Context: an optimization exercise on an open-source flow, tuned for small area, a short achievable clock period and few clock cycles. The choices shown serve that exercise and are no tape-out recipe.
At most, simulation tests tie the RTL to the original design; equivalence was not proved.
Power figures rest on the tool's default switching activity, not on a simulated workload.

Setup of run 1:
Design phpb_serial, start of the top module:
module phpb_serial (
    input  wire        clk,
    input  wire        rst,             
    input  wire        cfg_guard_en,    
    input  wire [16:0] cfg_max_len,     
    input  wire        cfg_drop_zero,   
    input  wire        rx_in_valid,
    output wire        rx_in_ready,
    input  wire [7:0]  rx_in_data,
    input  wire        rx_in_last,      
    output wire        rx_out_valid,
    input  wire        rx_out_ready,
    output wire [7:0]  rx_out_data,
    output wire        rx_out_sop,
    output wire        rx_out_eop,
    output wire [47:0] rx_out_hdr,      
    output wire [16:0] rx_out_tlen,     
    input  wire        tx_in_valid,
    output wire        tx_in_ready,
    input  wire [7:0]  tx_in_data,
    output wire        tx_out_valid,
    input  wire        tx_out_ready,
    output wire [7:0]  tx_out_data,
    output reg  [15:0] cnt_rx_pkt,
    output reg  [15:0] cnt_malformed,
    output reg  [15:0] cnt_zero_drop
);
Size: ~950 cells after synthesis, about 0.010 mm^2 of cells after synthesis.
Settings: LEC_CHECK=0, CAP_MARGIN=20, CORE_MARGIN=2, CORE_UTILIZATION=40, SETUP_SLACK_MARGIN=3.3, SLEW_MARGIN=20; clock period 6.0 ns.
standard.sh (not shown) runs the stock make flow with config.mk's settings and CLKGATE_MAP_FILE= SYNTH_SCRIPT=/design/flow/synth_recipe.tcl, a recipe that flattens the netlist after the stock synthesis.
==> flow/flow/run.sh <==
#!/bin/bash
# Standard layout, with the port buffers made from buf_2 cells instead of the
# resizer's default choice. Full tool output goes to flow_standard.log.
set -euo pipefail
export BUFFER_PORTS_ARGS="-buffer_cell sky130_fd_sc_hd__buf_2"
bash standard.sh > flow_standard.log 2>&1
No stage failed in run 1, and the final checks on the layout all came back clean.
Testbench counts of run 1, summed over its fixed seeds: cycles 121,481.
### run 1 -> run 2
Settings: swapping 3.3 for 3.6 in SETUP_SLACK_MARGIN.
[summary]
After synthesis and placement, the instance count of run 2 is above that of run 1.
The cell internal power dissipation reported for run 2 is smaller than that of run 1 by 0.40%.
Compared with run 1, run 2 shows a clock buffer count that is 27% higher.
The higher minimum clock period of run 2 and run 1 is in run 1.
The instance area after placement of run 2 exceeds that of run 1 by 0.70%.
Half-perimeter wire length of the detailed placement result up 2.1% in run 2 wrt run 1
Run 2 vs. run 1: post-layout total power was more or less identical, routed wire length on met3 went up by 86 um.
--- input diff run 2..run 3 ---
Settings: changing SETUP_SLACK_MARGIN from 3.6 to 3.5.
--- outcome ---
- Run 3: PASS, flow complete, no timing, DRC or antenna violations
- Diff run 2 -> run 3 | design area | down slightly
- Diff run 2 -> run 3: fraction of area in registers went up 0.79 points, clock share of power went up 2.0 points.
- NOTE: number of signal-net buffers in the layout in run 3 falls short of that of run 2
- The multi-input combinational area share was comparable across run 3 and run 2.
- Diff run 2 -> run 3: global-route usage lost 0.53 points; share of total power in combinational logic lost 0.6 points; total chip power picked up an extra about 3%; worst-case setup margin in the final layout lost 0.055 ns.

Another version of the RTL of phpb_serial (not shown whole).
For scale: about 920 cells after synthesis, ~200 flip-flops, roughly 9300 um^2 of cells after synthesis.
// phpb_serial
module phpb_serial (
    input  wire        clk,
    input  wire        rst,             
    input  wire        cfg_guard_en,    
    input  wire [16:0] cfg_max_len,     
    input  wire        cfg_drop_zero,   
    input  wire        rx_in_valid,
    output wire        rx_in_ready,
    input  wire [7:0]  rx_in_data,
    input  wire        rx_in_last,      
    output wire        rx_out_valid,
    input  wire        rx_out_ready,
    output wire [7:0]  rx_out_data,
    output wire        rx_out_sop,
    output wire        rx_out_eop,
    output wire [47:0] rx_out_hdr,      
    output wire [16:0] rx_out_tlen,     
    input  wire        tx_in_valid,
    output wire        tx_in_ready,
    input  wire [7:0]  tx_in_data,
    output wire        tx_out_valid,
    input  wire        tx_out_ready,
    output wire [7:0]  tx_out_data,
    output reg  [15:0] cnt_rx_pkt,
    output reg  [15:0] cnt_malformed,
    output reg  [15:0] cnt_zero_drop
);
==> flow/config.mk <==
export PLATFORM = sky130hd
export DESIGN_NAME = phpb_serial
export DESIGN_NICKNAME = phpb_serial
export VERILOG_FILES = /design/flow/design.v
export SDC_FILE = /design/flow/constraint.sdc
export NUM_CORES = 4
export LEC_CHECK = 0
export CAP_MARGIN = 20
export CORE_MARGIN = 2
export CORE_UTILIZATION = 40
export SETUP_SLACK_MARGIN = 3.6
export SLEW_MARGIN = 20
==> flow/constraint.sdc <==
create_clock -name core_clock -period 6.0 [get_ports {clk}]
set_input_delay 1.2000 -clock core_clock [delete_from_list [all_inputs] [get_ports {clk}]]
set_output_delay 1.2000 -clock core_clock [all_outputs]
set_load 0.01 [all_outputs]
Scripts as last shown in full above: flow/flow/run.sh
Change:
Settings changed: SETUP_SLACK_MARGIN 3.6 to 3.5.
Outcome: Setup slack is better by 0.0035 ns; synthesized area stays the same; non-clock buffer count fell by 25; first-iteration DRC count goes up by about 24%; clock-buffer cell count is unchanged.
Function was not checked in any run of this note: the RTL went through the layout flow alone.

re-timing with driven ports:
In the flow no input, the clock included, has a driving cell. The finished layouts below were timed again as built, in two steps.
Step 1 assumes that a clkbuf_16 drives the clock port and a buf_2 every other input.
Step 2 times the ports against the registers' clock, not the clock port: input delays grow and output delays shrink by t, the midpoint of the rising clock arrivals with the driver on.
Three values: no drivers, after step 1, after step 2; two values: the first two.
| run | t, ns | setup slack, ns | worst setup path after step 2 |
|---|---|---|---|
| run 1 | 0.557 | 3.408 / 3.408 / 2.861 | input to register |
| run 2 | 0.570 | 3.611 / 3.567 / 3.082 | input to register |
| run 3 | 0.560 | 3.556 / 3.510 / 3.019 | input to register |
| the first run of note 2 | 0.473 | 3.352 / 3.353 / 2.880 | input to register |
| the second run of note 2 | 0.470 | 3.356 / 3.345 / 2.875 | input to register |
After both steps setup and hold are still met in every run listed. For run 1, which loses most, drivers alone change the setup slack by 0.000 ns; drivers and shift together by -0.547 ns.
